Context: an optimization exercise on an open-source flow, tuned for small area. The choices shown serve that exercise and are no tape-out recipe.
Only simulation tests tie the RTL to the original design; equivalence was not proved.
Power and IR drop assume default switching activity.

<file path="flow/config.mk">
export PLATFORM = sky130hd
export DESIGN_NAME = dxl2_tx
export DESIGN_NICKNAME = dxl2_tx
export VERILOG_FILES = /design/flow/design.v
export SDC_FILE = /design/flow/constraint.sdc
export NUM_CORES = 4
export LEC_CHECK = 0
export CAP_MARGIN = 20
export CORE_MARGIN = 2
export CORE_UTILIZATION = 40
export SLEW_MARGIN = 20
</file>
<file path="flow/constraint.sdc">
create_clock -name core_clock -period 10.0 [get_ports {clk}]
set_input_delay 2.0000 -clock core_clock [delete_from_list [all_inputs] [get_ports {clk}]]
set_output_delay 2.0000 -clock core_clock [all_outputs]
set_load 0.01 [all_outputs]
</file>
<file path="flow/design.v">
module dxl2_crc_table (
  input  wire [15:0] crc,
  input  wire [7:0]  data,
  output reg  [15:0] next
);
  integer k;
  always @(*) begin
    next = crc ^ {data, 8'h00};
    for (k = 0; k < 8; k = k + 1)
      next = next[15] ? ((next << 1) ^ 16'h8005) : (next << 1);
  end
endmodule
module dxl2_tx (
  input  wire        clk,
  input  wire        rst,         
  input  wire        s_valid,
  output wire        s_ready,
  input  wire [7:0]  s_data,
  input  wire        s_last,
  output wire        m_valid,
  input  wire        m_ready,
  output reg  [7:0]  m_data,
  output wire        m_last,
  output wire        rej_valid,
  output wire [1:0]  rej_code     
);
  localparam integer MAXP  = 64;
  localparam integer NSLOT = 2 + MAXP;      
  localparam [6:0] S0  = 7'b0000000;
  localparam [6:0] S1  = 7'b0000001;
  localparam [6:0] S65 = 7'b1100011;
  localparam [6:0] S66 = 7'b1000111;
  localparam [15:0] CRC_HDR = 16'h0E28;
  localparam [3:0] T_FF0  = 4'd0;
  localparam [3:0] T_FF1  = 4'd1;
  localparam [3:0] T_FD   = 4'd2;
  localparam [3:0] T_00   = 4'd3;
  localparam [3:0] T_ID   = 4'd4;
  localparam [3:0] T_LLO  = 4'd5;
  localparam [3:0] T_LHI  = 4'd6;
  localparam [3:0] T_BODY = 4'd7;
  localparam [3:0] T_STUF = 4'd8;
  localparam [3:0] T_CLO  = 4'd9;
  localparam [3:0] T_CHI  = 4'd10;
  localparam [3:0] T_IN   = 4'd12;
  localparam [3:0] T_REJ  = 4'd13;
  function [6:0] lfsr;
    input [6:0] q;
    lfsr = {q[5:0], ~(q[6] ^ q[5])};
  endfunction
  reg  [7:0]  ring [0:NSLOT-1];
  reg  [6:0]  p;           
  reg  [3:0]  st;
  reg  [6:0]  cnt;         
  reg  [6:0]  sl;          
  reg  [1:0]  win;
  reg         id_bad;
  reg         ov;
  reg  [15:0] crc;
  wire [7:0] tap = ring[NSLOT-1];
  wire in_st  = (st == T_IN);
  wire rej_st = (st == T_REJ);
  wire out_st = ~st[3] | ~st[2];
  always @(posedge clk) begin
    if (rst || p == S65) p <= S0;
    else                 p <= lfsr(p);
  end
  wire full      = (cnt == S66);
  wire first     = (cnt == S0);
  wire slot_here = (p == cnt);
  reg [7:0] obyte;
  always @(*) begin
    case (st)
      T_FF0, T_FF1:  obyte = 8'hFF;
      T_FD, T_STUF:  obyte = 8'hFD;
      T_ID, T_BODY:  obyte = tap;
      T_LLO:         obyte = {1'b0, sl};
      T_CLO:         obyte = crc[7:0];
      T_CHI:         obyte = crc[15:8];
      T_IN:          obyte = s_data;
      default:       obyte = 8'h00;
    endcase
  end
  wire hi6   = &obyte[7:2];
  wire is_ff = hi6 & obyte[1] & obyte[0];
  wire is_fd = hi6 & ~obyte[1] & obyte[0];
  wire match = win[1] & is_fd;
  wire [1:0] win_next = (is_ff & ~match) ? {win[0] | win[1], ~(win[0] | win[1])} : 2'd0;
  assign s_ready = in_st & ~ov & (id_bad | full | slot_here);
  wire s_hs = s_valid & s_ready;
  always @(posedge clk) begin
    ring[0] <= (in_st & s_valid & slot_here) ? s_data : tap;
  end
  genvar gi;
  generate
    for (gi = 1; gi < NSLOT; gi = gi + 1) begin : g_ring
      always @(posedge clk) ring[gi] <= ring[gi-1];
    end
  endgenerate
  assign rej_valid = rej_st;
  assign rej_code  = {~id_bad, id_bad | (cnt == S1)};
  wire at_slot  = (st == T_ID) | (st == T_BODY);
  wire body_end = (st == T_BODY) & (sl == 7'b1111101);    
  wire avail    = at_slot ? (slot_here & ~body_end) : 1'b1;
  wire ld       = out_st & (~ov | m_ready) & avail;
  wire [15:0] crc_next;
  dxl2_crc_table u_crc (.crc(crc), .data(obyte), .next(crc_next));
  assign m_valid = ov;
  assign m_last  = ~out_st;
  always @(posedge clk) begin
    if (ld)
      m_data <= obyte;
    if (ld && st != T_CLO && st != T_CHI)
      crc <= (st == T_00) ? CRC_HDR : crc_next;
  end
  always @(posedge clk) begin
    if (rst) begin
      st     <= T_IN;
      cnt    <= S0;
      ov     <= 1'b0;
      id_bad <= 1'b0;
    end else begin
      if (ld)
        ov <= 1'b1;
      else if (m_ready)
        ov <= 1'b0;
      if (in_st) begin
        if (s_hs) begin
          if (!full) cnt <= lfsr(cnt);
          if (first) begin
            id_bad <= is_ff | is_fd;
            sl     <= 7'd2;
            win    <= 2'd0;
          end else begin
            sl  <= sl + 7'd1 + {6'd0, match};
            win <= win_next;
          end
          if (s_last) begin
            if (first || id_bad || full) begin
              st <= T_REJ;
            end else begin
              st  <= T_FF0;
              cnt <= S0;
            end
          end
        end
      end else if (rej_st) begin
        st     <= T_IN;
        cnt    <= S0;
        id_bad <= 1'b0;
      end else begin
        if (body_end)
          st <= T_CLO;
        if (ld) begin
          case (st)
            T_ID: begin
              st  <= T_LLO;
              cnt <= lfsr(cnt);
            end
            T_LLO: begin
              st  <= T_LHI;
              sl  <= ~sl;
              win <= 2'd0;
            end
            T_BODY: begin
              st  <= match ? T_STUF : T_BODY;
              cnt <= lfsr(cnt);
              sl  <= sl + 7'd1;
              win <= win_next;
            end
            T_STUF: begin
              st <= T_BODY;
              sl <= sl + 7'd1;
            end
            T_CHI: begin
              st     <= T_IN;
              cnt    <= S0;
              id_bad <= 1'b0;
            end
            default: st <= st + 4'd1;
          endcase
        end
      end
    end
  end
endmodule
</file>
<file path="flow/flow/run.sh">
#!/bin/bash
# Standard layout, with CTS using clkbuf_16 leaf buffers on large sink
# clusters and no dummy loads, and plain buf_1 cells as the port buffers.
set -euo pipefail
export CTS_ARGS="-sink_clustering_enable -repair_clock_nets -dont_use_dummy_load -buf_list {sky130_fd_sc_hd__clkbuf_16} -sink_clustering_size 40 -sink_clustering_max_diameter 60"
export BUFFER_PORTS_ARGS="-buffer_cell sky130_fd_sc_hd__buf_1"
bash standard.sh > standard.log 2>&1
</file>
<file path="flow/standard.sh">
#!/bin/bash
# synth_recipe.tcl (not shown) runs the flow's synth.tcl, then flattens the netlist and writes it again
# the make line also repeats each setting of config.mk as NAME=value (left out here)
make -C /OpenROAD-flow-scripts/flow DESIGN_CONFIG=/design/flow/config.mk WORK_HOME=/design/flow/orfs CLKGATE_MAP_FILE= SYNTH_SCRIPT=/design/flow/synth_recipe.tcl "${@:-finish}"
</file>
==> results of run 1 <==
[layer usage]
layer | up-vias | GRT usage, % | share of wire (%)
met2 | 136 | 15.9 | 41
li1 | 3109 | - | -
met4 | 0 | 3.88 | 3.2
met3 | 53 | 2.01 | 4.8
met5 | - | 0 | 0
met1 | 2982 | 16.4 | 52
[final timing paths]
path              cells past startpoint   startpoint  slack (ns)          end
hold reg to reg                       0  ring[41][1]        0.26  ring[42][1]
setup / recovery                      5        st[0]        5.31      s_ready
hold / removal                        0  ring[41][1]        0.26  ring[42][1]
setup reg to reg                     13        st[0]        6.05        sl[5]
[logic make-up (layout without fill, tap and decap cells)]
logic type / Yosys count / count (layout) / share of synthesized area, %
flip-flops: 581 / 581 / 84.6
buffers and inverters: 39 / 74 / 1.26
XOR/XNOR: 37 / 37 / 2.61
adder cells (fa/ha/maj): 8 / 8 / 0.708
AND/OR/NAND/NOR: 155 / 155 / 5.47
AO/OA/AOI/OAI: 99 / 99 / 4.67
multiplexers: 8 / 8 / 0.638
[worst max-delay path, delay by kind of cell (launching register included)]
| kind | cells | cell delay [ns] |
|---|---|---|
| fa+ha+maj | 1 | 0.63 |
| buf+inv | 2 | 0.31 |
| flops | 1 | 0.33 |
| simple gates | 2 | 0.91 |
[cells in the mapped netlist (all sizes together) (10+ instances only)]
cell type,count
dfxtp,548
nand2,40
edfxtp,33
a21oi,27
nor2,26
nand3,25
o21ai,22
xnor2,18
xor2,16
inv,15
buf,14
nor3,12
and2,11
clkbuf,10
nor2b,10
[stage by stage]
stage	cell area (sq um)	hold slack, ns	util (%)	std cells
final	15400	0.262	44.6	1417
after detailed placement	14700	0.312	42.5	1388
after global placement	14700	0.311	42.5	1388
after CTS	15400	0.266	44.6	1417
after floorplan	14100	0.310	-	927
after global routing	15400	0.253	44.6	1417
[final cells by class]
type | count | area, sq um
fill | 3050 | 19200
sequential | 581 | 12000
multi-input combinational | 307 | 1990
clock buffer | 29 | 726
tap | 455 | 569
timing repair buffer | 30 | 128
inverter | 15 | 56.3
[power by group through the flow]
stage	Sequential [W]	Clock (W)	Combinational [W]
after floorplan	0.00279	0	0.000686
after global placement	0.00285	0	0.000833
after detailed placement	0.00285	0	0.000845
after CTS	0.00281	0.00119	0.000851
after global routing	0.00283	0.00127	0.000939
final	0.00280	0.00116	0.000849
[layout by cell type (no fill, tap or decap), drive strengths merged, types with 5 or more instances in the layout]
master / count
and2: 11
a21oi: 27
xnor2: 18
inv: 15
edfxtp: 33
nor3: 12
dfxtp: 548
a32oi: 7
buf: 30
and3: 5
ha: 8
nand2b: 9
nor2: 26
nand2: 40
clkbuf: 29
nand3: 25
nand4: 6
mux2: 8
nor2b: 10
xor2: 16
o21ai: 22
[sequential cells by signal (all words and copies together) (netlist names)]
register,count
ring,528
ov,1
crc,16
p,7
cnt,7
id_bad,1
win,2
m_data,8
st,4
sl,7
==> summary.txt, run 1 <==
die height=192 microns; net count after synthesis=948; Flop pwr share=58.3%; worst-margin pin slew=0.946 ns; relative slew slack=36.8%; ant diodes=0; IO buf count=26; cts hold-fix bufs=0; Sw Ratio=26.1%; maximum vdd ir drop=0.187 mV; IO Pins=27; Routed WL=19.9 mm; Post-synth EDFFs=33; post-DR vias/cell=4.43; TritonCTS clock tree=done; CTS Buf Count=29; first-pass GRT wire length=32.1 mm; drt pass-1 iters=5; num rows=68; Req. time, crit path=8.00 ns; Synth cell types=62; antenna violations before repair=0; nets=985; Die Width=192 microns; Hold WC Path Type=reg2reg; dominant cells by area after synthesis=dfxtp_1 78%, edfxtp_1 7.0%, xnor2_1 1.1%; synthesized cell area=0.0141 sq mm; WL/cell=14.1 microns; Setup crit end kind=primary output; post-route setup TNS=0 ns; Yosys warning total=3; largest net degree at the start of global routing=41; Avg Inst Size Synth=15.2 sq um; max incr delay on CP=0.63 ns; unrepaired setup endpoints after global routing=no; Main synth FF type=dfxtp_1; RePlAce Congestion=0.797; Slew Viols, Final=0; Leak=5.99 nW; Final Hold Vio Count=0; Seq/Total Area, Yosys=84.6%; Startpoint Class=flop; Worst path slowest cell=ha_1; Detail Route Antenna Nets=0; Worst-Skew Late Latency=0.62 ns; GRT Overall Usage=11.0%; initial core utilization=40.8%; drt initial violations=316; Sink Count=581; grt ovf=0; Via Count=6280; CTS H-tree depth=1; area share of the largest cell type after synthesis=77.6%; drt drc=0; fin worst setup slack=5.31 ns; Root Driver=clkbuf_16; Yosys reg bits=581; fmax=0.213 GHz; Synth Instances=927; total power=0.00481 W; Cell Int Power=0.00355 W; Async S/R FF share, synth=0%; Final Cycle Share=46.9%; crit path cell chain=inv_1 -> ha_1 -> nand2_1 -> nor3_1 -> buf_1; Critical Path AT=2.69 ns; DP HPWL=11.8 mm; CP Max Fanout=19; Place WS=5.39 ns; cts repair resizes=0; vias in the first global route=5979; CTS clk-pin slew, worst paths=0.11 ns; # Post-CTS Setup Buffers=0; Layout area overhead=9.21%; Final min period=4.69 ns; layout cell share with drive strength beyond 1=4.89%; Final Skew=0.126 ns; clock share of power=24.1%; Die Area=0.0368 sq mm; Setup CP Type=reg2out; Max Cap Violations=0; post-synth top area cell=dfxtp_1; Psw=0.00126 W; Gate power share=17.7%; core area=0.0346 sq mm; ratio of total power to cell area=311 mW/mm^2; endpoints failing setup=0; clock buffer depth=3; status=no timing/DRC/antenna violations
==> run 2: changes to the inputs <==
==> flow/flow/run.sh (replaced) <==
#!/bin/bash
# Standard layout, with CTS using clkbuf_8 leaf buffers on small sink
# clusters and no dummy loads, and plain buf_1 cells as the port buffers.
set -euo pipefail
export CTS_ARGS="-sink_clustering_enable -repair_clock_nets -dont_use_dummy_load -buf_list {sky130_fd_sc_hd__clkbuf_8} -sink_clustering_size 22 -sink_clustering_max_diameter 50"
export BUFFER_PORTS_ARGS="-buffer_cell sky130_fd_sc_hd__buf_1"
bash standard.sh > standard.log 2>&1
==> summary.txt, run 2 <==
dominant cells by area after synthesis=dfxtp_1 78%, edfxtp_1 7.0%, xnor2_1 1.1%; WL/cell=14.0 microns (-0.45%); Leak=5.91 nW (-1.3%); Final min period=4.72 ns (+0.0308 ns); net count after synthesis=948 (unchanged); Setup crit end kind=primary output; leading cell type in the layout, fill and taps excluded=dfxtp_1; Setup CP Type=reg2out; largest net degree at the start of global routing=28 (-32%); Layout area overhead=7.87%; most common cell in the netlist=dfxtp_1; CP Max Fanout=19 (unchanged); Final Skew=0.0981 ns (-0.0276 ns); nets=995 (+1.0%); Slew Viols, Final=0 (unchanged); Startpoint Class=flop; drt pass-1 iters=5 (unchanged); TritonCTS clock tree=done; most frequent cells after synthesis=548 x dfxtp_1, 40 x nand2_1, 33 x edfxtp_1, 27 x a21oi_1, 26 x nor2_1; Via Count=6324 (+0.70%); Critical Path AT=2.72 ns (+0.03 ns); Synth Instances=927 (unchanged); die height=192 microns (unchanged); Hold WC Path Type=reg2reg; post-DR vias/cell=4.43 (about the same); Final Hold Vio Count=0 (unchanged); antenna violations before repair=0 (unchanged); unrepaired setup endpoints after global routing=no; Main synth FF type=dfxtp_1; DP HPWL=11.8 mm (unchanged); setup slack, reg-to-reg=5.97 ns (-0.08 ns); endpoints failing setup=0 (unchanged); Crit Reg-Reg Startpoint=st[1]; Max Cap Violations=0 (unchanged); CTS Buf Count=39 (+34%); initial core utilization=40.8% (unchanged); Final Cycle Share=47.2% (+0.31 points); # Post-CTS Setup Buffers=0 (unchanged); max reg flops=528 (unchanged); grt ovf=0 (unchanged); GRT Overall Usage=11.1% (+0.15 points); Die Area=0.0368 sq mm (unchanged); clock buffer depth=3 (unchanged); layout cell share with drive strength beyond 1=5.86% (+0.98 points); Hold EP=ring[53][1]; Detail Route Antenna Nets=0 (unchanged); drt drc=0 (unchanged); area share of the largest cell type after synthesis=77.6% (unchanged); Synth cell types=62 (unchanged); drt initial violations=367 (+16%); Root Driver=clkbuf_8; worst-margin pin slew=0.946 ns (-0.0000694 ns); status=no timing/DRC/antenna violations; num rows=68 (unchanged); Die Width=192 microns (unchanged); maximum vdd ir drop=0.144 mV (-23%); relative slew slack=36.6% (-0.25 points); worst r2r dst=sl[5]; Yosys warning total=3 (unchanged); Sink Count=581 (unchanged); Avg Inst Size Synth=15.2 sq um (unchanged); post-route setup TNS=0 ns (unchanged); IO buf count=26 (unchanged); hold depth=0 (unchanged); commonest cells after routing, fill and taps aside=548 x dfxtp_1, 40 x nand2_1, 39 x clkbuf_8; largest reg by FF count=ring; RePlAce Congestion=0.797 (unchanged); Req. time, crit path=8.00 ns (about the same); ant diodes=0 (unchanged); Async S/R FF share, synth=0% (unchanged); R2R cell count=13 (unchanged); Yosys reg bits=581 (unchanged); ratio of total power to cell area=304 mW/mm^2 (-2.5%); biggest regs=ring (528), crc (16), m_data (8); fmax=0.212 GHz (-0.65%); first-pass GRT wire length=32.4 mm (+0.93%); Place WS=5.39 ns (unchanged); fin worst setup slack=5.28 ns (-0.0308 ns); IO Pins=27 (unchanged); vias in the first global route=6091 (+1.9%); Seq/Total Area, Yosys=84.6% (unchanged); synthesized cell area=0.0141 sq mm (unchanged); Post-synth EDFFs=33 (unchanged); hold_sp=ring[52][1]; cts hold-fix bufs=0 (unchanged); Routed WL=20.0 mm (+0.26%); Worst-Skew Late Latency=0.57 ns (-0.05 ns); CTS H-tree depth=2 (+1); core area=0.0346 sq mm (unchanged); cts repair resizes=0 (unchanged); post-synth top area cell=dfxtp_1; FILL cells=3089 (+1.3%); CTS clk-pin slew, worst paths=0.11 ns (about the same)
==> run 2: changes by cell type in the layout (fill, tap and decap cells not counted) <==
cell       change
clkbuf_16     -29
clkbuf_8      +39
==> run 2: logic make-up (layout without fill, tap and decap cells) <==
logic type               count (synthesis)  in the layout  share of synthesized area, %
flip-flops                             581            581                          84.6
adder cells (fa/ha/maj)                  8              8                         0.708
buffers and inverters                   39             84                          1.26
AND/OR/NAND/NOR                        155            155                          5.47
multiplexers                             8              8                         0.638
XOR/XNOR                                37             37                          2.61
AO/OA/AOI/OAI                           99             99                          4.67
==> run 2: routing by layer <==
metal	vias to the layer above	track usage, %	share of wire [%]	wire length [microns]
li1	3124	-	-	-
met1	2999	16.4	52	10300
met2	140	15.9	40	8070
met3	61	2.50	4.7	930
met4	0	4.26	3.4	683
met5	-	0	0	0
==> run 2: metrics by stage <==
step           hold WS [ns]  instance area, sq um  util [%]  power [W]  cells
3_3_place_gp          0.311                 14700      42.5    0.00369   1388
4_1_cts               0.282                 15200      44.0    0.00468   1427
5_1_grt               0.281                 15200      44.0    0.00487   1427
2_1_floorplan         0.310                 14100         -    0.00348    927
6_report              0.282                 15200      44.0    0.00463   1427
3_5_place_dp          0.312                 14700      42.5    0.00370   1388
==> run 2: critical path, cell delays in order (launching register included) <==
cell and delay (ns):
dfxtp_1 0.37, inv_1 0.09, ha_1 0.62, nand2_1 0.52, nor3_1 0.39, buf_1 0.19
==> run 2: cell type report <==
type                    count  area [sq um]  area share [%]
clock buffers              39           537            3.52
inverters                  15          56.3           0.369
multi-input cells         307          1990            13.1
flip-flops and latches    581         12000            78.5
well taps                 455           569            3.73
repair buffers             30           128           0.837
==> run 2: where the power goes <==
part / total (W) / internal (W) / switching [W]
registers: 0.00280 / 0.00268 / 0.000124
logic: 0.000851 / 0.000360 / 0.000492
clock network: 0.000978 / 0.000352 / 0.000626
total: 0.00463 / 0.00339 / 0.00124
==> run 2: worst max-delay path by stage <==
stage          startpoint  endpoint  slack, ns  cells past startpoint
2_1_floorplan   s_data[1]     sl[5]       5.89                     11
3_3_place_gp    s_data[1]     sl[5]       5.49                     12
3_5_place_dp    s_data[1]     sl[5]       5.39                     12
4_1_cts             st[1]   s_ready       5.24                      5
5_1_grt             st[1]   s_ready       5.05                      5
6_report            st[1]   s_ready       5.28                      5
==> run 3: changes to the inputs <==
--- a/flow/design.v
+++ b/flow/design.v
@@ -55,3 +55,3 @@
   reg  [6:0]  sl;          
-  reg  [1:0]  win;
+  reg  [1:0]  win;         
   reg         id_bad;
@@ -79,3 +79,2 @@
       T_CHI:         obyte = crc[15:8];
-      T_IN:          obyte = s_data;
       default:       obyte = 8'h00;
@@ -83,8 +82,10 @@
   end
-  wire hi6   = &obyte[7:2];
-  wire is_ff = hi6 & obyte[1] & obyte[0];
-  wire is_fd = hi6 & ~obyte[1] & obyte[0];
-  wire match = win[1] & is_fd;
+  wire [7:0] wb = in_st ? s_data : tap;    
+  wire hi6   = &wb[7:2];
+  wire is_ff = hi6 & wb[1] & wb[0];
+  wire is_fd = hi6 & ~wb[1] & wb[0];
+  wire match = win[1] & ~win[0] & is_fd;
   wire [1:0] win_next = (is_ff & ~match) ? {win[0] | win[1], ~(win[0] | win[1])} : 2'd0;
-  assign s_ready = in_st & ~ov & (id_bad | full | slot_here);
+  wire pre_stuff = in_st & ~ov & s_valid & slot_here & match & ~id_bad;
+  assign s_ready = in_st & ~ov & (id_bad | full | (slot_here & ~match));
   wire s_hs = s_valid & s_ready;
@@ -127,2 +128,6 @@
       if (in_st) begin
+        if (pre_stuff) begin
+          sl  <= sl + 7'd1;
+          win <= 2'd3;
+        end
         if (s_hs) begin
@@ -134,3 +139,3 @@
           end else begin
-            sl  <= sl + 7'd1 + {6'd0, match};
+            sl  <= sl + 7'd1;
             win <= win_next;
==> summary.txt, run 3 <==
status=no timing/DRC/antenna violations; Layout area overhead=8.24%; Sink Count=581 (unchanged); Flop pwr share=61.5% (+1.0 points); Slew Viols, Final=0 (unchanged); Post-synth EDFFs=33 (unchanged); Critical Path AT=3.47 ns (+0.75 ns); worst-margin pin slew=0.851 ns (-0.0950 ns); IO Pins=27 (unchanged); most frequent cells after synthesis=548 x dfxtp_1, 33 x edfxtp_1, 30 x nand2_1, 27 x nor2_1, 22 x xor2_1; clock share of power=22.0% (+0.9 points); Leak=5.90 nW (-0.20%); CP Max Fanout=5 (-14); drt pass-1 iters=4 (-1); relative slew slack=43.1% (+6.5 points); maximum vdd ir drop=0.144 mV (-0.22%); cts repair resizes=0 (unchanged); IO buf count=26 (unchanged); CTS H-tree depth=2 (unchanged); Root Driver=clkbuf_8; Avg Inst Size Synth=16.0 sq um (+5.3%); Worst path slowest cell=nor3_1; Hold WC Path Type=reg2reg; synthesized cell area=0.0139 sq mm (-1.4%); post-synth top area cell=dfxtp_1; die height=191 microns (-0.71%); num rows=68 (unchanged); Req. time, crit path=8.00 ns (about the same); post-route setup TNS=0 ns (unchanged); Gate power share=16.5% (-1.9 points); Async S/R FF share, synth=0% (unchanged); Yosys reg bits=581 (unchanged); drt drc=0 (unchanged); Cell Int Power=0.00336 W (-0.93%); net count after synthesis=887 (-6.4%); first-pass GRT wire length=29.7 mm (-8.3%); Seq/Total Area, Yosys=85.9% (+1.2 points); Synth cell types=68 (+9.7%); Post-DP Area=0.0145 sq mm (-1.3%); CTS Buf Count=40 (+2.6%); fin worst setup slack=4.53 ns (-0.744 ns); dominant cells by area after synthesis=dfxtp_1 79%, edfxtp_1 7.1%, xor2_1 1.4%; vias in the first global route=5670 (-6.9%); antenna violations before repair=1 (+1); largest net degree at the start of global routing=24 (-14%); Routed WL=18.2 mm (-9.2%); largest reg by FF count=ring; Sw Ratio=25.3% (-1.5 points); cts hold-fix bufs=0 (unchanged); grt ovf=0 (unchanged); Synth Instances=868 (-6.4%); max incr delay on CP=0.37 ns (-0.25 ns); final core occ=43.9% (-0.16 points); Psw=0.00114 W (-8.3%); layout cell share with drive strength beyond 1=7.29% (+1.4 points); CTS clk-pin slew, worst paths=0.12 ns (about the same); drt initial violations=264 (-28%); Via Count=5766 (-8.8%); FILL cells=3062 (-0.87%); Yosys warning total=3 (unchanged); Die Width=191 microns (-0.71%); Detail Route Antenna Nets=0 (unchanged); leading cell type in the layout, fill and taps excluded=dfxtp_1; Final Cycle Share=54.7% (+7.4 points); final instance area=0.0151 sq mm (-1.1%); TritonCTS clock tree=done; clock buffer depth=3 (unchanged); commonest cells after routing, fill and taps aside=548 x dfxtp_1, 40 x clkbuf_8, 33 x edfxtp_1; ratio of total power to cell area=298 mW/mm^2 (-1.8%); Main synth FF type=dfxtp_1; area share of the largest cell type after synthesis=78.8% (+1.1 points); WL/cell=13.2 microns (-5.8%); max reg flops=528 (unchanged); GRT Overall Usage=10.3% (-0.86 points); initial core utilization=40.5% (-0.29 points); Max Cap Violations=0 (unchanged); Worst-Skew Late Latency=0.59 ns (+0.02 ns); core area=0.0344 sq mm (-0.74%); Setup CP Type=in2out; Startpoint Class=input port; nets=940 (-5.5%); fmax=0.183 GHz (-14%); setup slack, reg-to-reg=6.42 ns (+0.45 ns); post-DR vias/cell=4.19 (-5.4%); RePlAce Congestion=0.772 (-3.2%); unrepaired setup endpoints after global routing=no; Final Hold Vio Count=0 (unchanged); biggest regs=ring (528), crc (16), m_data (8); Final Skew=0.104 ns (+0.00544 ns); most common cell in the netlist=dfxtp_1; DP HPWL=10.6 mm (-9.7%); FF/Latch Area=0.0120 sq mm (unchanged); Final min period=5.47 ns (+0.744 ns); multi-input logic area=0.00184 sq mm (-7.8%); crit path cell chain=buf_1 -> nand4_1 -> nor3_1 -> o21ai_2 -> a211oi_2 -> nor3_1 -> buf_1; # Post-CTS Setup Buffers=0 (unchanged); Setup crit end kind=primary output; endpoints failing setup=0 (unchanged); Place WS=4.44 ns (-0.953 ns); Die Area=0.0363 sq mm (-1.4%)
[run 3: cells by family after synthesis]
group,count (synthesis),share of synthesized area [%]
DFF,581,85.9
AOI/OAI and AO/OA,79,4.34
buffers and inverters,28,0.925
adders and majority gates,6,0.539
muxes,10,0.818
and+or+nand+nor,129,4.92
xor gates and xnor gates,35,2.57
[run 3: power by group through the flow]
stage          Sequential, W  Combinational (W)  Clock [W]
2_1_floorplan        0.00278           0.000611          0
3_3_place_gp         0.00281           0.000740          0
3_5_place_dp         0.00281           0.000744          0
4_1_cts              0.00277           0.000747    0.00104
5_1_grt              0.00279           0.000833    0.00112
6_report             0.00276           0.000743   0.000989
[run 3: cell type report]
| cell class | count | area share (%) |
|---|---|---|
| Multi-Input combinational cell | 259 | 12.2 |
| Sequential cell | 581 | 79.3 |
| Timing Repair Buffer | 28 | 0.747 |
| Antenna cell | 1 | 0.0166 |
| Inverter | 11 | 0.274 |
| Clock buffer | 40 | 3.65 |
| Tap cell | 455 | 3.78 |
[run 3: worst max-delay path, delay by kind of cell]
kind | cells | cell delay [ns]
buf+inv | 2 | 0.29
compound gates | 2 | 0.50
simple gates | 3 | 0.67
[run 3: layer usage]
layer  global-route usage [%]  vias up  share of wire [%]
li1                         -     2930                  -
met1                     14.6     2679                 51
met2                     14.8      112                 40
met3                     2.74       45                6.0
met4                     4.32        0                3.0
met5                        0        -                  0
[run 3: worst paths after layout]
kind                            cells after the start          end   startpoint
worst max-delay path                                7      s_ready    s_data[0]
worst min-delay path                                0  ring[50][3]  ring[49][3]
worst max register to register                      8        sl[6]        st[0]
worst min register to register                      0  ring[50][3]  ring[49][3]
[run 3: metrics by stage]
stage | hold WS (ns) | std cells | power (W)
after detailed placement | 0.312 | 1334 | 0.00356
after floorplan | 0.310 | 868 | 0.00339
after global placement | 0.310 | 1334 | 0.00355
after global routing | 0.255 | 1374 | 0.00475
final | 0.254 | 1375 | 0.00450
after CTS | 0.255 | 1374 | 0.00455
==> run 4: changes to the inputs <==
==> flow/flow/run.sh (replaced) <==
#!/bin/bash
# Standard layout, with CTS using clkbuf_8 leaf buffers on small sink
# clusters and no dummy loads, and plain buf_1 cells as the port buffers.
set -euo pipefail
export CTS_ARGS="-sink_clustering_enable -repair_clock_nets -dont_use_dummy_load -buf_list {sky130_fd_sc_hd__clkbuf_8}"
export BUFFER_PORTS_ARGS="-buffer_cell sky130_fd_sc_hd__buf_1"
bash standard.sh > standard.log 2>&1
==> summary.txt, run 4 <==
Synth Area in Simple Gates=4.92% (unchanged); hold_sp=ring[29][7]; crit path cell chain=buf_1 -> nand4_1 -> nor3_1 -> o21ai_2 -> a211oi_2 -> nor3_1 -> buf_1; DP Cell Count=1334 (unchanged); most common cell in the netlist=dfxtp_1; Yosys warning total=3 (unchanged); FILL cells=3018 (-1.4%); Routed WL=18.9 mm (+4.1%); Detail Route Antenna Nets=0 (unchanged); initial core utilization=40.5% (unchanged); max reg flops=528 (unchanged); Req. time, crit path=8.00 ns (about the same); final instance area=0.0157 sq mm (+4.1%); cts hold-fix bufs=0 (unchanged); post-synth top area cell=dfxtp_1; fmax=0.183 GHz (about the same); biggest regs=ring (528), crc (16), m_data (8); Startpoint Class=input port; die height=191 microns (unchanged); post-synthesis compound-gate area fraction=4.34% (unchanged); Post-DP Area=0.0145 sq mm (unchanged); Setup crit end kind=primary output; nets=985 (+4.8%); WL/cell=13.3 microns (+0.91%); first-pass GRT wire length=31.4 mm (+6.0%); Synth cell types=68 (unchanged); largest net degree at the start of global routing=24 (unchanged); post-synthesis xor/xnor area fraction=2.57% (unchanged); Crit Reg-Reg Startpoint=st[0]; Yosys reg bits=581 (unchanged); GRT Overall Usage=11.0% (+0.77 points); Worst-Skew Late Latency=0.59 ns (about the same); ant diodes=0 (-1); ratio of total power to cell area=317 mW/mm^2 (+6.4%); Seq/Total Area, Yosys=85.9% (unchanged); Layout area overhead=12.7%; drt initial violations=227 (-14%); Final min period=5.46 ns (-0.00124 ns); Via Count=6021 (+4.4%); Worst path slowest cell=nor3_1; TritonCTS clock tree=done; area share of the largest cell type after synthesis=78.8% (unchanged); endpoints failing setup=0 (unchanged); vias in the first global route=6169 (+8.8%); post-DR vias/cell=4.24 (+1.2%); net count after synthesis=887 (unchanged); Critical Path AT=3.46 ns (about the same); Sink Count=581 (unchanged); clock share of power=29.5% (+7.5 points); Setup CP Type=in2out; Slew Viols, Final=0 (unchanged); post-synthesis mux area share=0.818% (unchanged); synthesized cell area=0.0139 sq mm (unchanged); area share of fa/ha/maj cells after synthesis=0.539% (unchanged); Die Width=191 microns (unchanged); leading cell type in the layout, fill and taps excluded=dfxtp_1; drt pass-1 iters=4 (unchanged); grt ovf=0 (unchanged); Post-synth EDFFs=33 (unchanged); num rows=68 (unchanged); DP HPWL=10.6 mm (unchanged); Final Skew=0.0457 ns (-0.0578 ns); CTS Buf Count=85 (+110%); antenna violations before repair=1 (unchanged); max incr delay on CP=0.37 ns (about the same); post-route setup TNS=0 ns (unchanged); drt drc=0 (unchanged); Leak=6.22 nW (+5.5%); CTS clk-pin slew, worst paths=0.05 ns (-0.07 ns); IO buf count=26 (unchanged); Flop pwr share=55.6% (-5.9 points); layout cell share with drive strength beyond 1=11.6% (+4.3 points); relative slew slack=45.8% (+2.7 points); Hold WC Path Type=reg2reg; commonest cells after routing, fill and taps aside=548 x dfxtp_1, 85 x clkbuf_8, 33 x edfxtp_1; core area=0.0344 sq mm (unchanged); RePlAce Congestion=0.772 (unchanged); largest reg by FF count=ring; Root Driver=clkbuf_8; Final Cycle Share=54.6% (about the same); Main synth FF type=dfxtp_1; status=no timing/DRC/antenna violations; largest family of logic cells by synthesized area=simple AND/OR/NAND/NOR gates; worst setup path start=s_data[0]; Synth Instances=868 (unchanged); CP Max Fanout=5 (unchanged); Sw Ratio=24.7% (-0.62 points); cts repair resizes=0 (unchanged); # Post-CTS Setup Buffers=0 (unchanged); Final Hold Vio Count=0 (unchanged); Max Cap Violations=0 (unchanged); maximum vdd ir drop=0.187 mV (+30%); Psw=0.00123 W (+8.1%); unrepaired setup endpoints after global routing=no; most frequent cells after synthesis=548 x dfxtp_1, 33 x edfxtp_1, 30 x nand2_1, 27 x nor2_1, 22 x xor2_1; CTS H-tree depth=3 (+1); fin cells=1419 (+3.2%); worst-margin pin slew=0.810 ns (-0.0408 ns); clock buffer depth=3 (unchanged); Async S/R FF share, synth=0% (unchanged); Die Area=0.0363 sq mm (unchanged); Gate power share=14.9% (-1.6 points); IO Pins=27 (unchanged); Cell Int Power=0.00375 W (+12%); dominant cells by area after synthesis=dfxtp_1 79%, edfxtp_1 7.1%, xor2_1 1.4%; Avg Inst Size Synth=16.0 sq um (unchanged)
## run 4: through the flow
step	total power (W)	util [%]	hold WS, ns	worst slack, ns
final	0.00498	45.7	0.285	4.54
after CTS	0.00506	45.7	0.294	4.44
after global placement	0.00355	42.2	0.310	4.45
after floorplan	0.00339	-	0.310	4.93
after detailed placement	0.00356	42.2	0.312	4.44
after global routing	0.00527	45.7	0.292	4.34
## run 4: kinds of logic after synthesis
kind of cell,Yosys count
flip-flops,581
buffers and inverters,28
AO/OA/AOI/OAI,79
multiplexers,10
XOR/XNOR,35
adder cells (fa/ha/maj),6
AND/OR/NAND/NOR,129
## run 4: power groups by stage
stage / Sequential, W / Clock, W / Combinational, W
final: 0.00277 / 0.00147 / 0.000742
after global routing: 0.00279 / 0.00164 / 0.000833
after CTS: 0.00277 / 0.00154 / 0.000747
after detailed placement: 0.00281 / 0 / 0.000744
after global placement: 0.00281 / 0 / 0.000740
after floorplan: 0.00278 / 0 / 0.000611
## run 4: per-layer routing
| metal | track usage (%) | vias to the layer above | part of all wire (%) |
|---|---|---|---|
| li1 | - | 3015 | - |
| met1 | 14.8 | 2830 | 50 |
| met2 | 15.2 | 136 | 42 |
| met3 | 3.79 | 38 | 5.9 |
| met4 | 6.80 | 2 | 2.6 |
| met5 | 0 | - | 0.069 |
## run 4: area by class of cell
cell class                 instances  area (sq um)  share of cell area (%)
sequential                       581         12000                    76.2
multi-input combinational        259          1840                    11.7
clock buffer                      85          1170                    7.46
timing repair buffer              28           113                   0.718
tap                              455           569                    3.63
inverter                          11          41.3                   0.263
## run 4: worst paths after layout
check                      to  slack [ns]  cells past startpoint
setup reg to reg        sl[6]        6.43                      8
hold reg to reg   ring[30][7]        0.29                      0
setup / recovery      s_ready        4.54                      7
hold / removal    ring[30][7]        0.29                      0
## run 4: critical path: cells and delay by family
kind            cells  cell delay (ns)
compound gates      2             0.48
buf+inv             2             0.30
simple gates        3             0.67
==> run 5: changes to the inputs <==
==> flow/flow/run.sh (replaced) <==
#!/bin/bash
# The standard layout with three changes:
#  - synthesis maps logic with an area-oriented ABC script (synth_area.tcl is
#    synth_recipe.tcl with ABC's -script swapped); registers are untouched;
#  - CTS uses clkbuf_8 buffers on clusters of at most 22 sinks, no dummy loads;
#  - the port buffers are buf_1 cells.
set -euo pipefail
here=$(pwd)
export CTS_ARGS="-sink_clustering_enable -repair_clock_nets -dont_use_dummy_load -buf_list {sky130_fd_sc_hd__clkbuf_8} -sink_clustering_size 22 -sink_clustering_max_diameter 50"
export BUFFER_PORTS_ARGS="-buffer_cell sky130_fd_sc_hd__buf_1"
sed "s#SYNTH_SCRIPT=[^ ]*#SYNTH_SCRIPT=$here/flow/synth_area.tcl#" standard.sh > synth_area.sh
bash synth_area.sh synth > synth.log 2>&1
bash standard.sh > standard.log 2>&1
==> flow/flow/abc_area_min.script (new file) <==
&get -n
&st
&dch
&nf -a
&put
strash
dch
map -a
==> flow/flow/synth_area.tcl (new file) <==
proc synth {args} { yosys synth -nofsm -noshare {*}$args }
# area-oriented ABC mapping in place of the speed script
proc abc {args} {
  set i [lsearch -exact $args -script]
  if { $i >= 0 } { set args [lreplace $args $i [expr {$i + 1}] -script [file dirname [info script]]/abc_area_min.script] }
  set j [lsearch -exact $args -D]
  if { $j >= 0 } { set args [lreplace $args $j [expr {$j + 1}]] }
  yosys abc {*}$args
}
source $::env(SCRIPTS_DIR)/synth.tcl
# left out here: clear keep_hierarchy, flatten, clean up, hide names made inside functions, write 1_2_yosys.v
==> summary.txt, run 5 <==
Exit stage=1_2_yosys; status=aborted with a tool error; tool error=ERROR: ABC script did not complete successfully; Yosys warning total=3 (unchanged)
==> run 6: changes to the inputs <==
--- a/flow/flow/synth_area.tcl
+++ b/flow/flow/synth_area.tcl
@@ -2,5 +2,6 @@
 # area-oriented ABC mapping in place of the speed script
+set ::area_abc_script [file join [file dirname [file normalize [info script]]] abc_area_min.script]
 proc abc {args} {
   set i [lsearch -exact $args -script]
-  if { $i >= 0 } { set args [lreplace $args $i [expr {$i + 1}] -script [file dirname [info script]]/abc_area_min.script] }
+  if { $i >= 0 } { set args [lreplace $args $i [expr {$i + 1}] -script $::area_abc_script] }
   set j [lsearch -exact $args -D]
==> summary.txt, run 6 <==
FF/Latch Area=0.0120 sq mm; Detail Route Antenna Nets=0; # Post-CTS Setup Buffers=0; commonest cells after routing, fill and taps aside=548 x dfxtp_1, 64 x clkinv_1, 56 x nor2_1; layout cell share with drive strength beyond 1=5.10%; Yosys reg bits=581; Yosys warning total=3 (unchanged); Setup crit end kind=primary output; Hold WC Path Type=reg2reg; worst-margin pin slew=1.02 ns; CTS clk-pin slew, worst paths=0.12 ns; cts repair resizes=0; IO Pins=27; grt ovf=0; Via Count=5945; initial core utilization=40.6%; fin worst setup slack=4.61 ns; setup slack, reg-to-reg=6.29 ns; first-pass GRT wire length=29.7 mm; drt drc=0; Avg Inst Size Synth=15.3 sq um; Sink Count=581; core area=0.0335 sq mm; die height=188 microns; net count after synthesis=911; Max Cap Violations=0; Final Cycle Share=53.9%; post-synth top area cell=dfxtp_1; clock share of power=21.3%; endpoints failing setup=0; biggest regs=ring (528), crc (16), m_data (8); Setup CP Type=in2out; Sw Ratio=26.7%; most frequent cells after synthesis=548 x dfxtp_1, 64 x clkinv_1, 56 x nor2_1, 34 x nand2_1, 33 x edfxtp_1; WL/cell=12.8 microns; RePlAce Congestion=0.861; DP Cell Count=1369; post-DR vias/cell=4.22; multi-input logic area=0.00142 sq mm; Main synth FF type=dfxtp_1; Synth Instances=892; relative slew slack=31.6%; worst setup path start=s_data[6]; ant diodes=0; Crit Reg-Reg Startpoint=st[0]; Cell Int Power=0.00338 W; max reg flops=528; drt initial violations=319; Die Area=0.0355 sq mm; fin cells=1409; CTS H-tree depth=2; Leak=5.70 nW; antenna violations before repair=0; Post-synth EDFFs=33; Routed WL=18.0 mm; synthesized cell area=0.0136 sq mm; largest net degree at the start of global routing=23; CTS Buf Count=40; Slew Viols, Final=0; Final Skew=0.0655 ns; Place WS=4.61 ns; leading cell type in the layout, fill and taps excluded=dfxtp_1; Final Hold Vio Count=0; ratio of total power to cell area=311 mW/mm^2; num rows=67; maximum vdd ir drop=0.164 mV; Req. time, crit path=8.00 ns; CP Max Fanout=3; Synth cell types=26; final core occ=44.3%; largest reg by FF count=ring; status=no timing/DRC/antenna violations; Die Width=188 microns; fmax=0.186 GHz; area share of the largest cell type after synthesis=80.6%; Critical Path AT=3.39 ns; most common cell in the netlist=dfxtp_1; nets=982; cts hold-fix bufs=0; Flop pwr share=62.3%; hold_sp=ring[18][1]; unrepaired setup endpoints after global routing=no; Seq/Total Area, Yosys=87.9%; FILL cells=3012; vias in the first global route=5918; Worst-Skew Late Latency=0.57 ns; dominant cells by area after synthesis=dfxtp_1 81%, edfxtp_1 7.3%, clkinv_1 1.8%; drt pass-1 iters=5; IO buf count=26; post-route setup TNS=0 ns; Async S/R FF share, synth=0%; clock buffer depth=3; Root Driver=clkbuf_8; Layout area overhead=9.16%; DP HPWL=10.9 mm; TritonCTS clock tree=done; GRT Overall Usage=10.5%; Final min period=5.39 ns; Startpoint Class=input port; Gate power share=16.5%; Psw=0.00123 W
[run 6: path summary, 6_finish.rpt]
path | to | cells after the start
min | ring[19][1] | 0
min reg2reg | ring[19][1] | 0
max | s_ready | 7
max reg2reg | sl[6] | 9
[run 6: layer usage]
metal,vias to the layer above,track usage [%],share of wire [%]
met4,0,5.89,4.5
met3,54,2.44,4.8
met2,124,15.1,41
met1,2778,14.5,50
li1,2989,-,-
met5,-,0,0
[run 6: final cells by class]
type / instances / share of cell area, %
inverters: 64 / 1.62
repair buffers: 29 / 0.809
clock buffers: 40 / 3.71
multi-input cells: 247 / 9.56
flip-flops and latches: 581 / 80.5
well taps: 448 / 3.77
[run 6: cells by family (layout without fill, tap and decap cells)]
group | after synthesis | count (layout) | synth area share [%]
buffers and inverters | 64 | 133 | 1.77
DFF | 581 | 581 | 87.9
AOI/OAI and AO/OA | 86 | 86 | 3.92
and+or+nand+nor | 124 | 124 | 3.86
xor gates and xnor gates | 31 | 31 | 2.00
adders and majority gates | 6 | 6 | 0.552
[run 6: per-stage QoR]
step	total power, W	cell area, sq um	hold slack (ns)
2_1_floorplan	0.00345	13600	0.310
3_3_place_gp	0.00366	14300	0.311
3_5_place_dp	0.00368	14300	0.312
4_1_cts	0.00468	14800	0.269
5_1_grt	0.00488	14900	0.262
6_report	0.00461	14900	0.270
[run 6: power groups by stage]
stage / registers [W] / logic (W) / clock network (W)
after floorplan: 0.00289 / 0.000559 / 0
after global placement: 0.00292 / 0.000736 / 0
after detailed placement: 0.00292 / 0.000753 / 0
after CTS: 0.00288 / 0.000759 / 0.00104
after global routing: 0.00291 / 0.000855 / 0.00111
final: 0.00287 / 0.000760 / 0.000982
[run 6: worst max-delay path, cell delays in order]
cell and delay, ns:
buf_1 0.10, nand4_1 0.21, o32ai_1 0.41, nand4_1 0.24, a21oi_1 0.24, nor3_1 0.07, buf_1 0.13
==> run 7: changes to the inputs <==
--- a/flow/flow/run.sh
+++ b/flow/flow/run.sh
@@ -8,3 +8,3 @@
 here=$(pwd)
-export CTS_ARGS="-sink_clustering_enable -repair_clock_nets -dont_use_dummy_load -buf_list {sky130_fd_sc_hd__clkbuf_8} -sink_clustering_size 22 -sink_clustering_max_diameter 50"
+export CTS_ARGS="-sink_clustering_enable -repair_clock_nets -dont_use_dummy_load -buf_list {sky130_fd_sc_hd__clkbuf_8} -sink_clustering_size 24 -sink_clustering_max_diameter 50"
 export BUFFER_PORTS_ARGS="-buffer_cell sky130_fd_sc_hd__buf_1"
--- a/flow/config.mk
+++ b/flow/config.mk
@@ -9,3 +9,4 @@
 export CORE_MARGIN = 2
-export CORE_UTILIZATION = 40
+export CORE_UTILIZATION = 65
+export PLACE_DENSITY = 0.75
 export SLEW_MARGIN = 20
==> summary.txt, run 7 <==
status=no timing/DRC/antenna violations; Main synth FF type=dfxtp_1; DP Cell Count=1190 (-13%); Routed WL=17.6 mm (-2.3%); Final Skew=0.0876 ns (+0.0221 ns); vias in the first global route=5705 (-3.6%); Final Cycle Share=52.5% (-1.3 points); unrepaired setup endpoints after global routing=no; Final min period=5.25 ns (-0.134 ns); Worst-Skew Late Latency=0.56 ns (about the same); post-synth top area cell=dfxtp_1; Die Area=0.0221 sq mm (-38%); drt drc=0 (unchanged); grt ovf=0 (unchanged); Final Hold Vio Count=0 (unchanged); fin cells=1225 (-13%); Crit Reg-Reg Startpoint=st[0]; setup slack, reg-to-reg=6.07 ns (-0.22 ns); worst r2r dst=crc[0]; fmax=0.190 GHz (+2.6%); Startpoint Class=input port; die height=149 microns (-21%); # Post-CTS Setup Buffers=0 (unchanged); leading cell type in the layout, fill and taps excluded=dfxtp_1; IO Pins=27 (unchanged); relative slew slack=31.7% (+0.11 points); Avg Inst Size Synth=15.3 sq um (unchanged); area share of the largest cell type after synthesis=80.6% (unchanged); net count after synthesis=911 (unchanged); commonest cells after routing, fill and taps aside=548 x dfxtp_1, 64 x clkinv_1, 56 x nor2_1; Seq/Total Area, Yosys=87.9% (unchanged); post-route setup TNS=0 ns (unchanged); DR WL met2=7.26 mm (-1.5%); GRT Overall Usage=16.6% (+6.2 points); Via Count=5897 (-0.81%); max reg flops=528 (unchanged); most frequent cells after synthesis=548 x dfxtp_1, 64 x clkinv_1, 56 x nor2_1, 34 x nand2_1, 33 x edfxtp_1; Place WS=4.80 ns (+0.189 ns); Slew Viols, Final=0 (unchanged); largest reg by FF count=ring; Synth cell types=26 (unchanged); ratio of total power to cell area=312 mW/mm^2 (+0.47%); Die Width=149 microns (-21%); Root Driver=clkbuf_8; Layout area overhead=6.93%; CP Max Fanout=3 (unchanged); largest net degree at the start of global routing=25 (+8.7%); worst setup path start=s_data[6]; initial core utilization=66.8% (+26 points); M1 WL=8.89 mm (-0.44%); Detail Route Antenna Nets=0 (unchanged); drt initial violations=366 (+15%); num rows=52 (-22%); R2R cell count=9 (unchanged); cts hold-fix bufs=0 (unchanged); FF/Latch Area=0.0120 sq mm (unchanged); core area=0.0204 sq mm (-39%); Req. time, crit path=8.00 ns (about the same); multi-input logic area=0.00142 sq mm (-0.26%); TritonCTS clock tree=done; fin worst setup slack=4.75 ns (+0.134 ns); FILL cells=1319 (-56%); post-DR vias/cell=4.81 (+14%); CTS H-tree depth=2 (unchanged); dominant cells by area after synthesis=dfxtp_1 81%, edfxtp_1 7.3%, clkinv_1 1.8%; RePlAce Congestion=0.864 (+0.40%); Setup CP Type=in2out; Yosys reg bits=581 (unchanged); Max Cap Violations=0 (unchanged); Routed met3 length=1.02 mm (+19%); synthesized cell area=0.0136 sq mm (unchanged); antenna violations before repair=1 (+1); most common cell in the netlist=dfxtp_1; cts repair resizes=0 (unchanged); worst-margin pin slew=1.02 ns (-0.00166 ns); Worst setup endpoint=s_ready; maximum vdd ir drop=0.185 mV (+13%); endpoints failing setup=0 (unchanged); Async S/R FF share, synth=0% (unchanged); Sink Count=581 (unchanged); CTS Buf Count=35 (-13%); Setup crit end kind=primary output; drt pass-1 iters=7 (+2); CTS clk-pin slew, worst paths=0.12 ns (about the same); biggest regs=ring (528), crc (16), m_data (8); nets=976 (-0.61%); Hold WC Path Type=reg2reg; Synth Instances=892 (unchanged); Post-synth EDFFs=33 (unchanged); Critical Path AT=3.25 ns (-0.14 ns); highest metal used=met4; layout cell share with drive strength beyond 1=4.29% (-0.81 points); clock buffer depth=3 (unchanged); WL/cell=14.3 microns (+12%); DP HPWL=11.1 mm (+2.6%); IO buf count=26 (unchanged); Yosys warning total=3 (unchanged); ant diodes=0 (unchanged); first-pass GRT wire length=28.6 mm (-3.5%); Leak=5.66 nW (-0.81%)
[run 7: cell types whose count changed in the layout (fill, tap and decap cells not counted), sizes merged]
cell	change
clkbuf	-5
buf	-1
[run 7: logic make-up after synthesis]
family          count (synthesis)  synth area share [%]
simple gates                  124                  3.86
buf+inv                        64                  1.77
compound gates                 86                  3.92
flops                         581                  87.9
xor+xnor                       31                  2.00
fa+ha+maj                       6                 0.552
[run 7: cell type report]
cell class / instances / share of cell area (%)
Timing Repair Buffer: 28 / 0.774
Inverter: 64 / 1.65
Sequential cell: 581 / 82.2
Multi-Input combinational cell: 247 / 9.73
Clock buffer: 35 / 3.31
Tap cell: 270 / 2.32
[run 7: how the worst min path moves through the flow]
stage,start,to,slack [ns],cells past startpoint
after global placement,ring[17][2],ring[18][2],0.31,0
after global routing,ring[18][1],ring[19][1],0.24,0
after detailed placement,ring[45][6],ring[46][6],0.31,0
after CTS,ring[18][1],ring[19][1],0.26,0
final,ring[18][1],ring[19][1],0.26,0
after floorplan,ring[9][0],ring[10][0],0.31,0
[run 7: where the power goes]
part / internal (W) / leakage (nW) / switching [W] / total (W)
combinational: 0.000264 / 0.632 / 0.000483 / 0.000747
sequential: 0.00276 / 4.77 / 0.000119 / 0.00288
clock: 0.000318 / 0.252 / 0.000600 / 0.000918
total: 0.00334 / 5.66 / 0.00120 / 0.00454
[run 7: worst max-delay path, stage by stage]
cell and delay, ns:
buf_1 0.10, nand4_1 0.12, o32ai_1 0.31, nand4_1 0.26, a21oi_1 0.26, nor3_1 0.07
buf_1 0.14
[run 7: metal layers]
layer	vias to the layer above	GRT usage, %
li1	2972	-
met1	2772	25.6
met2	119	23.6
met3	34	3.62
met4	0	5.62
met5	-	0
[run 7: stage by stage]
step           util, %  total power [W]  cell area [sq um]  hold WS [ns]
2_1_floorplan        -          0.00345              13600         0.310
6_report          71.4          0.00454              14600         0.259
4_1_cts           71.4          0.00458              14600         0.257
3_3_place_gp      69.1          0.00364              14100         0.310
3_5_place_dp      69.1          0.00367              14100         0.312
5_1_grt           71.4          0.00478              14600         0.242
==> run 8: changes to the inputs <==
--- a/flow/design.v
+++ b/flow/design.v
@@ -27,3 +27,3 @@
   localparam integer MAXP  = 64;
-  localparam integer NSLOT = 2 + MAXP;      
+  localparam integer NSLOT = 1 + MAXP;      
   localparam [6:0] S0  = 7'b0000000;
@@ -64,3 +64,3 @@
   always @(posedge clk) begin
-    if (rst || p == S65) p <= S0;
+    if (rst || p == S65) p <= S1;
     else                 p <= lfsr(p);
@@ -75,6 +75,6 @@
       T_FD, T_STUF:  obyte = 8'hFD;
-      T_ID, T_BODY:  obyte = tap;
+      T_BODY:        obyte = tap;
       T_LLO:         obyte = {1'b0, sl};
       T_CLO:         obyte = crc[7:0];
-      T_CHI:         obyte = crc[15:8];
+      T_ID, T_CHI:   obyte = crc[15:8];
       default:       obyte = 8'h00;
@@ -89,3 +89,3 @@
   wire pre_stuff = in_st & ~ov & s_valid & slot_here & match & ~id_bad;
-  assign s_ready = in_st & ~ov & (id_bad | full | (slot_here & ~match));
+  assign s_ready = in_st & ~ov & (first | id_bad | full | (slot_here & ~match));
   wire s_hs = s_valid & s_ready;
@@ -102,8 +102,9 @@
   assign rej_code  = {~id_bad, id_bad | (cnt == S1)};
-  wire at_slot  = (st == T_ID) | (st == T_BODY);
-  wire body_end = (st == T_BODY) & (sl == 7'b1111101);    
-  wire avail    = at_slot ? (slot_here & ~body_end) : 1'b1;
+  wire at_body  = (st == T_BODY);
+  wire body_end = at_body & (sl == 7'b1111101);    
+  wire avail    = ~at_body | (slot_here & ~body_end);
   wire ld       = out_st & (~ov | m_ready) & avail;
   wire [15:0] crc_next;
-  dxl2_crc_table u_crc (.crc(crc), .data(obyte), .next(crc_next));
+  wire [7:0] crc_data = (st == T_ID) ? CRC_HDR[15:8] : obyte;
+  dxl2_crc_table u_crc (.crc(crc), .data(crc_data), .next(crc_next));
   assign m_valid = ov;
@@ -113,4 +114,6 @@
       m_data <= obyte;
-    if (ld && st != T_CLO && st != T_CHI)
-      crc <= (st == T_00) ? CRC_HDR : crc_next;
+    if (ld && (st == T_ID || st == T_LLO || st == T_LHI || st == T_BODY || st == T_STUF))
+      crc <= crc_next;
+    else if (in_st && s_hs && first)
+      crc <= {s_data, CRC_HDR[7:0]};
   end
@@ -147,3 +150,3 @@
               st  <= T_FF0;
-              cnt <= S0;
+              cnt <= S1;
             end
@@ -160,6 +163,3 @@
           case (st)
-            T_ID: begin
-              st  <= T_LLO;
-              cnt <= lfsr(cnt);
-            end
+            T_ID: st <= T_LLO;
             T_LLO: begin
--- a/flow/flow/run.sh
+++ b/flow/flow/run.sh
@@ -8,3 +8,3 @@
 here=$(pwd)
-export CTS_ARGS="-sink_clustering_enable -repair_clock_nets -dont_use_dummy_load -buf_list {sky130_fd_sc_hd__clkbuf_8} -sink_clustering_size 24 -sink_clustering_max_diameter 50"
+export CTS_ARGS="-sink_clustering_enable -repair_clock_nets -dont_use_dummy_load -buf_list {sky130_fd_sc_hd__clkbuf_8} -sink_clustering_size 22 -sink_clustering_max_diameter 50"
 export BUFFER_PORTS_ARGS="-buffer_cell sky130_fd_sc_hd__buf_1"
==> summary.txt, run 8 <==
status=no timing/DRC/antenna violations; Setup crit end kind=primary output; Main synth FF type=dfxtp_1; FF/Latch Area=0.0118 sq mm (-1.3%); Final Skew=0.0562 ns (-0.0314 ns); Hold WC Path Type=reg2reg; drt drc=0 (unchanged); Die Width=148 microns (-0.31%); Yosys warning total=3 (unchanged); ant diodes=0 (unchanged); GRT Overall Usage=17.4% (+0.72 points); max reg flops=520 (-1.5%); Via Count=5925 (+0.47%); IO Pins=27 (unchanged); num rows=52 (unchanged); Detail Route Antenna Nets=0 (unchanged); nets=987 (+1.1%); final instance area=0.0145 sq mm (-0.53%); cts hold-fix bufs=0 (unchanged); Final Hold Vio Count=0 (unchanged); TritonCTS clock tree=done; unrepaired setup endpoints after global routing=no; post-synth top area cell=dfxtp_1; area share of fa/ha/maj cells after synthesis=0.555% (+0.0035 points); leading cell type in the layout, fill and taps excluded=dfxtp_1; Post-synth EDFFs=33 (unchanged); post-DR vias/cell=4.79 (-0.42%); Post-DP Area=0.0140 sq mm (-0.68%); vias in the first global route=5908 (+3.6%); Async S/R FF share, synth=0% (unchanged); CP top delay family=simple AND/OR/NAND/NOR gates; largest net degree at the start of global routing=23 (-8.0%); synthesized cell area=0.0135 sq mm (-0.63%); Routed WL=18.0 mm (+2.8%); Slew Viols, Final=0 (unchanged); grt ovf=0 (unchanged); die height=148 microns (-0.31%); relative slew slack=33.5% (+1.7 points); area share of the largest cell type after synthesis=79.9% (-0.68 points); antenna violations before repair=0 (-1); first-pass GRT wire length=29.9 mm (+4.3%); Req. time, crit path=8.00 ns (about the same); maximum vdd ir drop=0.169 mV (-8.9%); most frequent cells after synthesis=540 x dfxtp_1, 60 x clkinv_1, 51 x nor2_1, 48 x nand2_1, 33 x edfxtp_1; Synth cell types=29 (+12%); crit path cell chain=buf_1 -> clkinv_1 -> nor3_1 -> nand2_1 -> nor2_1 -> nor2_1 -> nor4_1 -> clkinv_1 -> nand2_1 -> a21oi_1 -> buf_1; endpoints failing setup=0 (unchanged); CTS H-tree depth=2 (unchanged); Startpoint Class=input port; drt pass-1 iters=4 (-3); DP HPWL=11.3 mm (+1.6%); Sink Count=573 (-1.4%); cts repair resizes=0 (unchanged); initial core utilization=66.6% (-0.20 points); Critical Path AT=4.08 ns (+0.83 ns); WL/cell=14.6 microns (+1.9%); Worst path slowest cell=nor3_1; # Post-CTS Setup Buffers=0 (unchanged); largest family of logic cells by synthesized area=simple AND/OR/NAND/NOR gates; clock buffer depth=3 (unchanged); Synth Area in Simple Gates=4.48% (+0.62 points); dominant cells by area after synthesis=dfxtp_1 80%, edfxtp_1 7.3%, clkinv_1 1.7%; commonest cells after routing, fill and taps aside=540 x dfxtp_1, 60 x clkinv_1, 51 x nor2_1; Synth Instances=902 (+1.1%); RePlAce Congestion=0.884 (+2.3%); FILL cells=1330 (+0.83%); post-route setup TNS=0 ns (unchanged); multi-input logic area=0.00150 sq mm (+5.9%); Root Driver=clkbuf_8; Setup CP Type=in2out; WP buf/inv=4 (+2); Leak=5.55 nW (-1.8%); Final min period=6.08 ns (+0.828 ns); Final Cycle Share=60.8% (+8.3 points); Avg Inst Size Synth=15.0 sq um (-1.7%); drt initial violations=342 (-6.6%); post-synthesis xor/xnor area fraction=2.01% (+0.013 points); max incr delay on CP=0.67 ns (+0.36 ns); Worst-Skew Late Latency=0.55 ns (about the same); Layout area overhead=7.03% (about the same); post-synthesis compound-gate area fraction=4.02% (+0.099 points); net count after synthesis=921 (+1.1%); Seq/Total Area, Yosys=87.3% (-0.63 points); layout cell share with drive strength beyond 1=4.66% (+0.37 points); Die Area=0.0220 sq mm (-0.61%); worst-margin pin slew=0.994 ns (-0.0259 ns); CTS clk-pin slew, worst paths=0.12 ns (about the same); biggest regs=ring (520), crc (16), m_data (8); IO buf count=26 (unchanged); ratio of total power to cell area=286 mW/mm^2 (-8.3%); post-synthesis mux area share=0% (unchanged); largest reg by FF count=ring; fmax=0.164 GHz (-14%); core area=0.0203 sq mm (-0.32%); CP Max Fanout=3 (unchanged); most common cell in the netlist=dfxtp_1; CTS Buf Count=36 (+2.9%); Yosys reg bits=573 (-1.4%); Max Cap Violations=0 (unchanged)
## run 8: cell count changes after synthesis, moves of 5 or more
cell / before / now
dfxtp_1: 548 / 540
o211ai_1: 9 / 4
o21ai_0: 24 / 32
nor2_1: 56 / 51
a211oi_1: 7 / 2
nand2_1: 34 / 48
a22oi_1: 4 / 9
## run 8: cell families after synthesis
logic type	Yosys count
DFF	573
and+or+nand+nor	141
AOI/OAI and AO/OA	91
buffers and inverters	60
xor gates and xnor gates	31
adders and majority gates	6
## run 8: worst paths after layout
path	start	endpoint	slack, ns	cells past startpoint
worst max register to register	st[3]	sl[0]	5.69	12
worst min-delay path	ring[6][1]	ring[7][1]	0.28	0
worst max-delay path	s_data[0]	s_ready	3.92	11
worst min register to register	ring[6][1]	ring[7][1]	0.28	0
## run 8: per-layer routing
layer	GRT usage, %	routed length (microns)
met5	0	0
met1	24.8	8950
met2	25.7	7770
met4	7.24	628
met3	4.26	698
## run 8: power by group
group / total (W) / internal (W) / switching (W)
clock: 0.000928 / 0.000327 / 0.000601
sequential: 0.00251 / 0.00244 / 0.0000689
combinational: 0.000704 / 0.000244 / 0.000459
## run 8: through the flow
stage                     power [W]  setup slack (ns)  utilization, %  instances  hold WS [ns]
after floorplan             0.00308              4.73               -        902         0.310
after global placement      0.00324              4.06            68.8       1200         0.311
after detailed placement    0.00326              3.95            68.8       1200         0.312
after CTS                   0.00417              3.96            71.3       1236         0.283
after global routing        0.00436              3.87            71.3       1236         0.276
final                       0.00414              3.92            71.3       1236         0.277
## run 8: layout make-up
type                       instances  share of cell area (%)
inverter                          60                    1.56
clock buffer                      36                    3.42
sequential                       573                    81.5
tap                              270                    2.33
multi-input combinational        269                    10.4
timing repair buffer              28                   0.778
==> run 9: changes to the inputs <==
--- a/flow/config.mk
+++ b/flow/config.mk
@@ -9,4 +9,4 @@
 export CORE_MARGIN = 2
-export CORE_UTILIZATION = 65
-export PLACE_DENSITY = 0.75
+export CORE_UTILIZATION = 75
+export PLACE_DENSITY = 0.85
 export SLEW_MARGIN = 20
==> summary.txt, run 9 <==
status=no timing/DRC/antenna violations; die height=138 microns (-6.7%); post-synthesis xor/xnor area fraction=2.01% (unchanged); commonest cells after routing, fill and taps aside=540 x dfxtp_1, 60 x clkinv_1, 51 x nor2_1; multi-input logic area=0.00151 sq mm (+0.42%); worst setup path start=s_data[6]; biggest regs=ring (520), crc (16), m_data (8); CTS clk-pin slew, worst paths=0.09 ns (-0.03 ns); Yosys reg bits=573 (unchanged); Final Cycle Share=59.3% (-1.5 points); relative slew slack=32.2% (-1.3 points); fin cells=1194 (-3.4%); largest family of logic cells by synthesized area=simple AND/OR/NAND/NOR gates; fmax=0.169 GHz (+2.5%); Min Hold Slack=0.281 ns (+0.00451 ns); drt initial violations=527 (+54%); Hold WC Path Type=reg2reg; ratio of total power to cell area=290 mW/mm^2 (+1.1%); CP Max Fanout=3 (unchanged); Die Width=138 microns (-6.7%); antenna violations before repair=0 (unchanged); max incr delay on CP=0.50 ns (-0.17 ns); Layout area overhead=6.60%; IO Pins=27 (unchanged); Setup crit end kind=primary output; cts hold-fix bufs=0 (unchanged); post-synthesis mux area share=0% (unchanged); Avg Inst Size Synth=15.0 sq um (unchanged); Sink Count=573 (unchanged); TritonCTS clock tree=done; post-route setup TNS=0 ns (unchanged); Detail Route Antenna Nets=0 (unchanged); post-synthesis compound-gate area fraction=4.02% (unchanged); dominant cells by area after synthesis=dfxtp_1 80%, edfxtp_1 7.3%, clkinv_1 1.7%; Slew Viols, Final=0 (unchanged); largest net degree at the start of global routing=23 (unchanged); Final min period=5.93 ns (-0.147 ns); Startpoint Class=input port; DP Cell Count=1159 (-3.4%); drt pass-1 iters=7 (+3); hold_sp=ring[48][7]; Flop pwr share=60.3% (-0.3 points); Die Area=0.0191 sq mm (-13%); max reg flops=520 (unchanged); IO buf count=26 (unchanged); grt ovf=0 (unchanged); Seq/Total Area, Yosys=87.3% (unchanged); Via Count=6102 (+3.0%); GRT Overall Usage=21.8% (+4.5 points); Synth Area in Simple Gates=4.48% (unchanged); area share of fa/ha/maj cells after synthesis=0.555% (unchanged); Leak=5.54 nW (-0.12%); Critical Path AT=3.93 ns (-0.15 ns); Req. time, crit path=8.00 ns (about the same); Async S/R FF share, synth=0% (unchanged); Cell Int Power=0.00300 W (-0.30%); Worst-Skew Late Latency=0.56 ns (about the same); Post-synth EDFFs=33 (unchanged); vias in the first global route=6280 (+6.3%); FILL cells=877 (-34%); RePlAce Congestion=0.895 (+1.3%); area share of the largest cell type after synthesis=79.9% (unchanged); worst-margin pin slew=1.01 ns (+0.0149 ns); clock share of power=22.0% (-0.4 points); most common cell in the netlist=dfxtp_1; # Post-CTS Setup Buffers=0 (unchanged); first-pass GRT wire length=32.6 mm (+9.1%); Crit Reg-Reg Startpoint=st[2]; leading cell type in the layout, fill and taps excluded=dfxtp_1; Gate power share=17.7% (+0.7 points); Worst path slowest cell=nor4_1; num rows=49 (-5.8%); post-DR vias/cell=5.11 (+6.6%); maximum vdd ir drop=0.222 mV (+32%); layout cell share with drive strength beyond 1=4.66% (+0.0048 points); drt drc=0 (unchanged); CTS H-tree depth=2 (unchanged); cts repair resizes=0 (unchanged); Synth cell types=29 (unchanged); Max Cap Violations=0 (unchanged); Psw=0.00117 W (+3.5%); unrepaired setup endpoints after global routing=no; Setup CP Type=in2out; crit path cell chain=buf_1 -> clkinv_1 -> nor4_1 -> nand2_1 -> nor2_1 -> nor2_1 -> nor4_1 -> clkinv_1 -> nand2_1 -> a21oi_1 -> buf_1; core area=0.0178 sq mm (-12%); net count after synthesis=921 (unchanged); clock buffer depth=3 (unchanged); endpoints failing setup=0 (unchanged); synthesized cell area=0.0135 sq mm (unchanged); FF/Latch Area=0.0118 sq mm (unchanged); largest reg by FF count=ring; Routed WL=20.3 mm (+13%); post-synth top area cell=dfxtp_1; Sw Ratio=28.0% (+0.74 points); ant diodes=0 (unchanged); CTS Buf Count=35 (-2.8%); Root Driver=clkbuf_8; DP HPWL=13.1 mm (+16%); most frequent cells after synthesis=540 x dfxtp_1, 60 x clkinv_1, 51 x nor2_1, 48 x nand2_1, 33 x edfxtp_1; WL/cell=17.0 microns (+17%); Main synth FF type=dfxtp_1; Final Hold Vio Count=0 (unchanged); initial core utilization=75.8% (+9.2 points); Synth Instances=902 (unchanged); nets=986 (-0.10%); Final Skew=0.0776 ns (+0.0214 ns); Yosys warning total=3 (unchanged)
-- run 9: changes by cell type in the layout (fill, tap and decap cells not counted) --
cell	change
nor4_1	-1
nor4_2	+1
clkbuf_8	-1
-- run 9: power groups by stage --
stage / combinational, W / sequential (W) / clock, W
final: 0.000738 / 0.00251 / 0.000920
after global routing: 0.000818 / 0.00253 / 0.000998
after floorplan: 0.000529 / 0.00255 / 0
after global placement: 0.000679 / 0.00256 / 0
after CTS: 0.000717 / 0.00251 / 0.000938
after detailed placement: 0.000711 / 0.00256 / 0
-- run 9: kinds of logic (layout without fill, tap and decap cells) --
kind of cell	after synthesis	in the layout
flip-flops	573	573
AND/OR/NAND/NOR	141	141
AO/OA/AOI/OAI	91	91
buffers and inverters	60	123
XOR/XNOR	31	31
adder cells (fa/ha/maj)	6	6
-- run 9: path summary, 6_finish.rpt --
kind	endpoint	slack [ns]	cells after the start
worst max register to register	sl[3]	5.64	12
worst min-delay path	ring[49][7]	0.28	0
worst max-delay path	s_ready	4.07	11
worst min register to register	ring[49][7]	0.28	0
-- run 9: critical path, delay by kind of cell --
kind	cells	cell delay, ns
buf+inv	4	0.54
compound gates	1	0.08
simple gates	6	1.31
-- run 9: per-layer routing --
metal / up-vias / track usage (%) / part of all wire (%)
li1: 3017 / - / -
met1: 2843 / 29.9 / 45
met2: 183 / 35.4 / 47
met3: 59 / 3.57 / 4.5
met4: 0 / 9.51 / 3.5
met5: - / 0 / 0
-- run 9: layout make-up --
type / count / area share [%]
Multi-Input combinational cell: 269 / 10.5
Tap cell: 229 / 1.99
Clock buffer: 35 / 3.34
Sequential cell: 573 / 81.9
Timing Repair Buffer: 28 / 0.781
Inverter: 60 / 1.56
-- run 9: metrics by stage --
stage	setup slack [ns]	power, W	util, %	instance area, sq um
2_1_floorplan	4.73	0.00308	-	13500
3_3_place_gp	4.17	0.00324	78.0	13900
3_5_place_dp	4.10	0.00328	78.0	13900
4_1_cts	4.09	0.00417	80.7	14400
5_1_grt	3.82	0.00434	80.8	14400
6_report	4.07	0.00417	80.8	14400

[what the ideal ports hide]
The results above use ideal ports. As a check the final layouts listed here were re-extracted and re-timed, cells and wires unchanged. Step 1, drivers: a clkbuf_16 drives clk and a buf_2 each remaining input, both assumed. Step 2 times the ports against the registers' clock, not the clock port: input delays grow and output delays shrink by t, the midpoint of the rising clock arrivals with the driver on. Slacks: ideal ports / drivers / drivers and shift; pairs: ideal ports / drivers.
run	shift t [ns]	slack for setup (ns)
run 1	0.607	5.309 / 5.256 / 5.332
run 2	0.572	5.279 / 5.229 / 5.335
run 3	0.577	4.534 / 4.457 / 4.457
run 4	0.610	4.536 / 4.459 / 4.459
run 6	0.586	4.612 / 4.588 / 4.588
run 7	0.568	4.747 / 4.722 / 4.722
run 8	0.566	3.919 / 3.883 / 3.883
run 9	0.558	4.066 / 4.040 / 4.040
After both steps every run listed still meets setup and hold.
